From an optimization exercise on the open Yosys and OpenROAD flow, aimed at a short achievable clock period and few clock cycles per item; shortcuts taken in it are not production practice.

==> branch fjord: inputs <==
Design fht8v_ook_codec, start of the top module:
module fht8v_ook_codec (
  input  wire        clk,
  input  wire        rst,
  input  wire        enc_in_valid,
  output wire        enc_in_ready,
  input  wire [47:0] enc_in_msg,
  output wire        enc_out_valid,
  input  wire        enc_out_ready,
  output wire [7:0]  enc_out_byte,
  output wire        enc_out_last,
  input  wire        dec_in_valid,
  output wire        dec_in_ready,
  input  wire [7:0]  dec_in_byte,
  input  wire        dec_in_last,
  input  wire        dec_in_strict,
  output wire        dec_out_valid,
  input  wire        dec_out_ready,
  output wire [47:0] dec_out_msg,
  output wire [1:0]  dec_out_err
);
clock: 5.0 ns
lec_check: 0
abc_clock_period_in_ps: 1500
cap_margin: 20
core_margin: 2
core_utilization: 55
cts_buf_list: sky130_fd_sc_hd__clkbuf_16 sky130_fd_sc_hd__clkbuf_8
cts_cluster_diameter: 60
cts_cluster_size: 24
setup_slack_margin: 3.3
slew_margin: 20
synth_memory_max_bits: 65536
run.sh (not shown) runs the stock make flow with config.mk's settings and CLKGATE_MAP_FILE= SYNTH_SCRIPT=/design/flow/synth_recipe.tcl, a recipe that flattens the netlist after the stock synthesis.
==> branch amber (differences from branch fjord) <==
--- a/flow/design.v
+++ b/flow/design.v
@@ -6,36 +6,33 @@
   input  wire [47:0] in_msg,       
   output reg         out_valid,
   input  wire        out_ready,
   output reg  [7:0]  out_byte,
   output reg         out_last
 );
   localparam NB = 56;              
   reg        in_rdy;               
-  reg        nfull;                
   reg [47:0] nmsg;
   assign in_ready = in_rdy;
   reg          act;                
-  reg  [8:0]   prem;               
-  reg          eng;                
+  reg  [3:0]   prem;               
   reg  [NB-1:0] bits;              
   reg  [5:0]   nrem;               
   reg          v1, v2, v3;         
   reg  [2:0]   r;                  
   reg          rge2, rge4;         
   reg          t;                  
   reg        sv;
   reg  [7:0] sb;
   reg        sl;
-  reg        oempty;               
   wire space = !sv;
-  wire start = space && !act && nfull;
+  wire start = space && !act && !in_rdy;
   wire run   = space && act;
-  wire inpre = act && !eng;
+  wire inpre = (prem != 4'd0);
   function [NB-1:0] frame_bits(input [47:0] m);
     integer i;
     begin
       frame_bits = {NB{1'b0}};
       for (i = 0; i < 6; i = i + 1)
         frame_bits[NB-1-9*i -: 9] = {m[47-8*i -: 8], ^m[47-8*i -: 8]};
     end
   endfunction
@@ -431,52 +428,45 @@
   wire       b1 = bits[NB-1], b2 = bits[NB-2];
   wire [14:0] et = enc_tab({r, t, b1, b2, v1, v2, v3});
   wire [7:0] ebyte = et[14:7];
   wire [2:0] r_n   = et[6:4];
   wire       t_n   = et[3];
   wire       elast = et[0];
   wire       one   = b1 ? rge2 : rge4;
   wire       push  = start || run;
-  wire [7:0] pbyte = start ? 8'hAA : inpre ? (prem[6] ? 8'hAA : 8'hCC) : ebyte;
+  wire [7:0] pbyte = start ? 8'hAA : inpre ? (prem[3] || prem == 4'd7 ? 8'hAA : 8'hCC) : ebyte;
   wire       plast = !start && !inpre && elast;
   always @(posedge clk) begin
-    if (!nfull)
+    if (in_rdy)
       nmsg <= in_msg;
     if (rst) begin
       in_rdy <= 1'b1;
-      nfull  <= 1'b0;
       act    <= 1'b0;
-      eng    <= 1'b0;
     end else begin
-      if (start) begin
+      if (start)
         in_rdy <= 1'b1;
-        nfull  <= 1'b0;
-      end else if (in_valid && !nfull) begin
+      else if (in_valid && in_rdy)
         in_rdy <= 1'b0;
-        nfull  <= 1'b1;
-      end
       if (start) begin
         act  <= 1'b1;
-        prem <= 9'h1ff;
+        prem <= 4'd9;
         bits <= frame_bits(nmsg);
         nrem <= NB;
         v1   <= 1'b1;
         v2   <= 1'b1;
         v3   <= 1'b1;
         r    <= 3'd6;
         rge2 <= 1'b1;
         rge4 <= 1'b1;
         t    <= 1'b1;
       end else if (run) begin
-        if (inpre) begin
-          prem <= {1'b0, prem[8:1]};
-          if (!prem[1])
-            eng <= 1'b1;
-        end else begin
+        if (inpre)
+          prem <= prem - 4'd1;
+        else begin
           r    <= r_n;
           t    <= t_n;
           rge2 <= et[2];
           rge4 <= et[1];
           if (one) begin
             bits <= {bits[NB-2:0], 1'b0};
             nrem <= nrem - 6'd1;
             v1   <= (nrem >= 6'd2);
@@ -484,41 +474,36 @@
             v3   <= (nrem >= 6'd4);
           end else begin
             bits <= {bits[NB-3:0], 2'b0};
             nrem <= nrem - 6'd2;
             v1   <= (nrem >= 6'd3);
             v2   <= (nrem >= 6'd4);
             v3   <= (nrem >= 6'd5);
           end
-          if (elast) begin
+          if (elast)
             act <= 1'b0;
-            eng <= 1'b0;
-          end
         end
       end
     end
   end
   always @(posedge clk) begin
     if (rst) begin
       out_valid <= 1'b0;
-      oempty    <= 1'b1;
       out_byte  <= 8'd0;
       out_last  <= 1'b0;
       sv        <= 1'b0;
-    end else if (oempty || out_ready) begin
+    end else if (!out_valid || out_ready) begin
       if (sv) begin
         out_valid <= 1'b1;
-        oempty    <= 1'b0;
         out_byte  <= sb;
         out_last  <= sl;
         sv        <= 1'b0;
       end else begin
         out_valid <= push;
-        oempty    <= !push;
         out_byte  <= pbyte;
         out_last  <= plast;
       end
     end else if (push) begin
       sv <= 1'b1;
       sb <= pbyte;
       sl <= plast;
     end
@@ -4155,17 +4140,16 @@
     9'h1fc: dec_tab6 = 9'h001;
     9'h1fd: dec_tab6 = 9'h001;
     9'h1fe: dec_tab6 = 9'h001;
     9'h1ff: dec_tab6 = 9'h001;
     default: dec_tab6 = 9'h000;
   endcase
 endfunction
   reg       in_rdy, first;
-  reg       in_blk;                
   reg       d0v, d0l, d0s;
   reg [7:0] d0b;
   assign in_ready = in_rdy;
   reg        d1v, d1l, d1s;
   reg [62:0] c1;                   
   reg [2:0]  cs;
   reg        d2v, d2l, d2s;
   reg [1:0]  d2n, d2e;
@@ -4187,18 +4171,17 @@
   reg [1:0]  d3e;
   reg [8:0]  pos;                  
   reg [5:0]  nby;                  
   reg        par;
   reg        d4v, d4l, d4q1, d4q2, d4d1, d4d2, d4f1, d4k1, d4f2, d4k2;
   reg [1:0]  d4e;
   reg        done;
   reg [47:0] msg;
-  reg        rv;                   
-  reg        rempty;               
+  reg        rv;
   reg [47:0] rmsg;
   reg [1:0]  rerr;
   reg [47:0] qmsg [0:QN-1];
   reg [1:0]  qerr [0:QN-1];
   reg [1:0]  qcnt;
   reg        wp, rp;
   reg [2:0]  pend;                 
   assign res_valid = rv;
@@ -4237,22 +4220,24 @@
       2'b10:   s5msg = {msg[46:0], d4q1};
       2'b01:   s5msg = {msg[46:0], d4q2};
       default: s5msg = msg;
     endcase
   end
   wire        r6v = d4v && !done && s5ev;
   wire [1:0]  r6e = s5code;
   wire [47:0] r6m = d4k1 ? msg : s5msg;
-  wire take_first = in_valid && !in_blk && first;
-  wire pop        = !rempty && res_ready;
+  wire take_first = in_valid && in_rdy && first;
+  wire pop        = rv && res_ready;
   always @(posedge clk) begin
-    d0b <= in_byte;
-    d0l <= in_last;
-    d0s <= in_strict;
+    if (in_rdy) begin
+      d0b <= in_byte;
+      d0l <= in_last;
+      d0s <= in_strict;
+    end
     d1l <= d0l;
     d1s <= d0s;
     c1  <= {dec_tab6({d0l, d0b}), dec_tab5({d0l, d0b}), dec_tab4({d0l, d0b}),
             dec_tab3({d0l, d0b}), dec_tab2({d0l, d0b}), dec_tab1({d0l, d0b}),
             dec_tab0({d0l, d0b})};
     d2l  <= d1l;
     d2s  <= d1s;
     d2n  <= csel[5:4];
@@ -4273,34 +4258,32 @@
     d4d2 <= d3b && !pos[7];
     d4f1 <= f1;
     d4k1 <= k1;
     d4f2 <= f2;
     d4k2 <= k2;
     d4e  <= d3e;
     if (rst) begin
       in_rdy <= 1'b1;
-      in_blk <= 1'b0;
       first  <= 1'b1;
-      pend   <= 3'b000;
+      pend   <= 3'd0;
       d0v <= 1'b0; d1v <= 1'b0; d2v <= 1'b0; d3v <= 1'b0; d4v <= 1'b0;
       cs   <= 3'd0;
       sync <= 1'b0;
       pos  <= 9'd1; nby <= 6'd1; par <= 1'b0;
       done <= 1'b0;
     end else begin
-      in_rdy <= (!in_blk && first) ? !pend[RCAP-2] : !pend[RCAP-1];
-      in_blk <= (!in_blk && first) ? pend[RCAP-2] : pend[RCAP-1];
-      d0v <= in_valid && !in_blk;
-      if (in_valid && !in_blk)
+      in_rdy <= (in_rdy && first) ? (pend < RCAP - 1) : (pend < RCAP);
+      d0v <= in_valid && in_rdy;
+      if (in_valid && in_rdy)
         first <= in_last;
       if (take_first && !pop)
-        pend <= {pend[1:0], 1'b1};
+        pend <= pend + 3'd1;
       else if (!take_first && pop)
-        pend <= {1'b0, pend[2:1]};
+        pend <= pend - 3'd1;
       d1v <= d0v;
       d2v <= d1v;
       d3v <= d2v;
       d4v <= d3v;
       if (d1v)
         cs <= d1l ? 3'd0 : csel[8:6];
       if (d2v)
         sync <= d2l ? 1'b0 : s3sy;
@@ -4330,32 +4313,30 @@
       msg <= s5msg;
   end
   always @(posedge clk) begin
     if (r6v) begin
       qmsg[wp] <= r6m;
       qerr[wp] <= r6e;
     end
     if (rst) begin
-      rv <= 1'b0; rempty <= 1'b1; qcnt <= 2'd0; wp <= 1'b0; rp <= 1'b0;
+      rv <= 1'b0; qcnt <= 2'd0; wp <= 1'b0; rp <= 1'b0;
       rmsg <= 48'd0; rerr <= E_OK;
-    end else if (rempty || res_ready) begin
+    end else if (!rv || res_ready) begin
       if (qcnt != 2'd0) begin
         rv   <= 1'b1;
-        rempty <= 1'b0;
         rmsg <= qmsg[rp];
         rerr <= qerr[rp];
         rp   <= !rp;
         if (r6v)
           wp <= !wp;
         else
           qcnt <= qcnt - 2'd1;
       end else begin
         rv   <= r6v;
-        rempty <= !r6v;
         rmsg <= r6m;
         rerr <= r6e;
       end
     end else if (r6v) begin
       wp   <= !wp;
       qcnt <= qcnt + 2'd1;
     end
   end
Settings changed: CORE_UTILIZATION 55 to 45, SETUP_SLACK_MARGIN 3.3 to 3.5.
==> branch juniper (differences from branch fjord) <==
--- a/flow/design.v
+++ b/flow/design.v
@@ -6,34 +6,32 @@
   input  wire [47:0] in_msg,       
   output reg         out_valid,
   input  wire        out_ready,
   output reg  [7:0]  out_byte,
   output reg         out_last
 );
   localparam NB = 56;              
   reg        in_rdy;               
-  reg        nfull;                
   reg [47:0] nmsg;
   assign in_ready = in_rdy;
   reg          act;                
   reg  [8:0]   prem;               
   reg          eng;                
   reg  [NB-1:0] bits;              
   reg  [5:0]   nrem;               
   reg          v1, v2, v3;         
   reg  [2:0]   r;                  
   reg          rge2, rge4;         
   reg          t;                  
   reg        sv;
   reg  [7:0] sb;
   reg        sl;
-  reg        oempty;               
   wire space = !sv;
-  wire start = space && !act && nfull;
+  wire start = space && !act && !in_rdy;
   wire run   = space && act;
   wire inpre = act && !eng;
   function [NB-1:0] frame_bits(input [47:0] m);
     integer i;
     begin
       frame_bits = {NB{1'b0}};
       for (i = 0; i < 6; i = i + 1)
         frame_bits[NB-1-9*i -: 9] = {m[47-8*i -: 8], ^m[47-8*i -: 8]};
@@ -434,31 +432,27 @@
   wire [2:0] r_n   = et[6:4];
   wire       t_n   = et[3];
   wire       elast = et[0];
   wire       one   = b1 ? rge2 : rge4;
   wire       push  = start || run;
   wire [7:0] pbyte = start ? 8'hAA : inpre ? (prem[6] ? 8'hAA : 8'hCC) : ebyte;
   wire       plast = !start && !inpre && elast;
   always @(posedge clk) begin
-    if (!nfull)
+    if (in_rdy)
       nmsg <= in_msg;
     if (rst) begin
       in_rdy <= 1'b1;
-      nfull  <= 1'b0;
       act    <= 1'b0;
       eng    <= 1'b0;
     end else begin
-      if (start) begin
+      if (start)
         in_rdy <= 1'b1;
-        nfull  <= 1'b0;
-      end else if (in_valid && !nfull) begin
+      else if (in_valid && in_rdy)
         in_rdy <= 1'b0;
-        nfull  <= 1'b1;
-      end
       if (start) begin
         act  <= 1'b1;
         prem <= 9'h1ff;
         bits <= frame_bits(nmsg);
         nrem <= NB;
         v1   <= 1'b1;
         v2   <= 1'b1;
         v3   <= 1'b1;
@@ -495,30 +489,27 @@
           end
         end
       end
     end
   end
   always @(posedge clk) begin
     if (rst) begin
       out_valid <= 1'b0;
-      oempty    <= 1'b1;
       out_byte  <= 8'd0;
       out_last  <= 1'b0;
       sv        <= 1'b0;
-    end else if (oempty || out_ready) begin
+    end else if (!out_valid || out_ready) begin
       if (sv) begin
         out_valid <= 1'b1;
-        oempty    <= 1'b0;
         out_byte  <= sb;
         out_last  <= sl;
         sv        <= 1'b0;
       end else begin
         out_valid <= push;
-        oempty    <= !push;
         out_byte  <= pbyte;
         out_last  <= plast;
       end
     end else if (push) begin
       sv <= 1'b1;
       sb <= pbyte;
       sl <= plast;
     end
@@ -4155,17 +4146,16 @@
     9'h1fc: dec_tab6 = 9'h001;
     9'h1fd: dec_tab6 = 9'h001;
     9'h1fe: dec_tab6 = 9'h001;
     9'h1ff: dec_tab6 = 9'h001;
     default: dec_tab6 = 9'h000;
   endcase
 endfunction
   reg       in_rdy, first;
-  reg       in_blk;                
   reg       d0v, d0l, d0s;
   reg [7:0] d0b;
   assign in_ready = in_rdy;
   reg        d1v, d1l, d1s;
   reg [62:0] c1;                   
   reg [2:0]  cs;
   reg        d2v, d2l, d2s;
   reg [1:0]  d2n, d2e;
@@ -4187,18 +4177,17 @@
   reg [1:0]  d3e;
   reg [8:0]  pos;                  
   reg [5:0]  nby;                  
   reg        par;
   reg        d4v, d4l, d4q1, d4q2, d4d1, d4d2, d4f1, d4k1, d4f2, d4k2;
   reg [1:0]  d4e;
   reg        done;
   reg [47:0] msg;
-  reg        rv;                   
-  reg        rempty;               
+  reg        rv;
   reg [47:0] rmsg;
   reg [1:0]  rerr;
   reg [47:0] qmsg [0:QN-1];
   reg [1:0]  qerr [0:QN-1];
   reg [1:0]  qcnt;
   reg        wp, rp;
   reg [2:0]  pend;                 
   assign res_valid = rv;
@@ -4237,22 +4226,24 @@
       2'b10:   s5msg = {msg[46:0], d4q1};
       2'b01:   s5msg = {msg[46:0], d4q2};
       default: s5msg = msg;
     endcase
   end
   wire        r6v = d4v && !done && s5ev;
   wire [1:0]  r6e = s5code;
   wire [47:0] r6m = d4k1 ? msg : s5msg;
-  wire take_first = in_valid && !in_blk && first;
-  wire pop        = !rempty && res_ready;
+  wire take_first = in_valid && in_rdy && first;
+  wire pop        = rv && res_ready;
   always @(posedge clk) begin
-    d0b <= in_byte;
-    d0l <= in_last;
-    d0s <= in_strict;
+    if (in_rdy) begin
+      d0b <= in_byte;
+      d0l <= in_last;
+      d0s <= in_strict;
+    end
     d1l <= d0l;
     d1s <= d0s;
     c1  <= {dec_tab6({d0l, d0b}), dec_tab5({d0l, d0b}), dec_tab4({d0l, d0b}),
             dec_tab3({d0l, d0b}), dec_tab2({d0l, d0b}), dec_tab1({d0l, d0b}),
             dec_tab0({d0l, d0b})};
     d2l  <= d1l;
     d2s  <= d1s;
     d2n  <= csel[5:4];
@@ -4273,29 +4264,27 @@
     d4d2 <= d3b && !pos[7];
     d4f1 <= f1;
     d4k1 <= k1;
     d4f2 <= f2;
     d4k2 <= k2;
     d4e  <= d3e;
     if (rst) begin
       in_rdy <= 1'b1;
-      in_blk <= 1'b0;
       first  <= 1'b1;
       pend   <= 3'b000;
       d0v <= 1'b0; d1v <= 1'b0; d2v <= 1'b0; d3v <= 1'b0; d4v <= 1'b0;
       cs   <= 3'd0;
       sync <= 1'b0;
       pos  <= 9'd1; nby <= 6'd1; par <= 1'b0;
       done <= 1'b0;
     end else begin
-      in_rdy <= (!in_blk && first) ? !pend[RCAP-2] : !pend[RCAP-1];
-      in_blk <= (!in_blk && first) ? pend[RCAP-2] : pend[RCAP-1];
-      d0v <= in_valid && !in_blk;
-      if (in_valid && !in_blk)
+      in_rdy <= (in_rdy && first) ? !pend[RCAP-2] : !pend[RCAP-1];
+      d0v <= in_valid && in_rdy;
+      if (in_valid && in_rdy)
         first <= in_last;
       if (take_first && !pop)
         pend <= {pend[1:0], 1'b1};
       else if (!take_first && pop)
         pend <= {1'b0, pend[2:1]};
       d1v <= d0v;
       d2v <= d1v;
       d3v <= d2v;
@@ -4330,32 +4319,30 @@
       msg <= s5msg;
   end
   always @(posedge clk) begin
     if (r6v) begin
       qmsg[wp] <= r6m;
       qerr[wp] <= r6e;
     end
     if (rst) begin
-      rv <= 1'b0; rempty <= 1'b1; qcnt <= 2'd0; wp <= 1'b0; rp <= 1'b0;
+      rv <= 1'b0; qcnt <= 2'd0; wp <= 1'b0; rp <= 1'b0;
       rmsg <= 48'd0; rerr <= E_OK;
-    end else if (rempty || res_ready) begin
+    end else if (!rv || res_ready) begin
       if (qcnt != 2'd0) begin
         rv   <= 1'b1;
-        rempty <= 1'b0;
         rmsg <= qmsg[rp];
         rerr <= qerr[rp];
         rp   <= !rp;
         if (r6v)
           wp <= !wp;
         else
           qcnt <= qcnt - 2'd1;
       end else begin
         rv   <= r6v;
-        rempty <= !r6v;
         rmsg <= r6m;
         rerr <= r6e;
       end
     end else if (r6v) begin
       wp   <= !wp;
       qcnt <= qcnt + 2'd1;
     end
   end
==> flow_summary.yaml <==
power_and_ir_drop:
  power.density_nw_per_um2: 304
placement:
  dpl.cell_count: 2344
cells_and_area:
  layout.non_clock_inverters: 28
  seq_cell_count: 469
worst_setup_path:
  slowest_stage: "dfxtp_4"
yosys:
  syn_area_um2: 20800
  synth_edf_count: 281
outcome:
  status: "finished clean"
routing:
  viasPerCell: 5.74
global_routing:
  met2_usage_pct: 44.8
That was branch fjord.
==> flow_summary.yaml <==
outcome:
  status: "finished clean"
placement:
  dpl.cell_count: 2350
cells_and_area:
  layout.non_clock_inverters: 31
  seq_share_pct: 39.6
yosys:
  syn_area_um2: 20500
  synth_edf_count: 287
worst_setup_path:
  slowest_stage: "dfxtp_4"
power_and_ir_drop:
  power.density_nw_per_um2: 284
routing:
  viasPerCell: 5.69
global_routing:
  met2_usage_pct: 40.1
That was branch amber.
==> flow_summary.yaml <==
power_and_ir_drop:
  power.density_nw_per_um2: 306
yosys:
  syn_area_um2: 20800
  synth_edf_count: 291
outcome:
  status: "finished clean"
worst_setup_path:
  slowest_stage: "dfxtp_2"
That was branch juniper.
Function was not checked in any run of this note: the RTL went through the layout flow alone.

[re-timing with driven ports]
The results above use ideal ports. As a check the final layouts listed here were re-extracted and re-timed, cells and wires unchanged.
Step 1: set_driving_cell puts a clkbuf_16 on clk and a buf_2 on each other input, an assumption about the parent block.
Step 2 times the ports against the registers' clock, not the clock port: input delays grow and output delays shrink by t, the midpoint of the rising clock arrivals with the driver on.
Slacks: ideal ports / drivers / drivers and shift; pairs: ideal ports / drivers.
run	shift t [ns]	setup WS [ns]	hold WS [ns]	latest minus earliest clock arrival (ns)
branch fjord	0.605	2.947 / 2.897 / 2.706	0.331 / 0.331 / 0.331	0.022 / 0.022
branch amber	0.623	2.928 / 2.871 / 2.500	0.321 / 0.321 / 0.321	0.027 / 0.027
branch juniper	0.607	2.879 / 2.826 / 2.719	0.330 / 0.330 / 0.330	0.019 / 0.019
After both steps every run listed still meets setup and hold. The setup slack of branch amber, which loses most, moves by -0.057 ns with the drivers and by -0.428 ns with both steps.
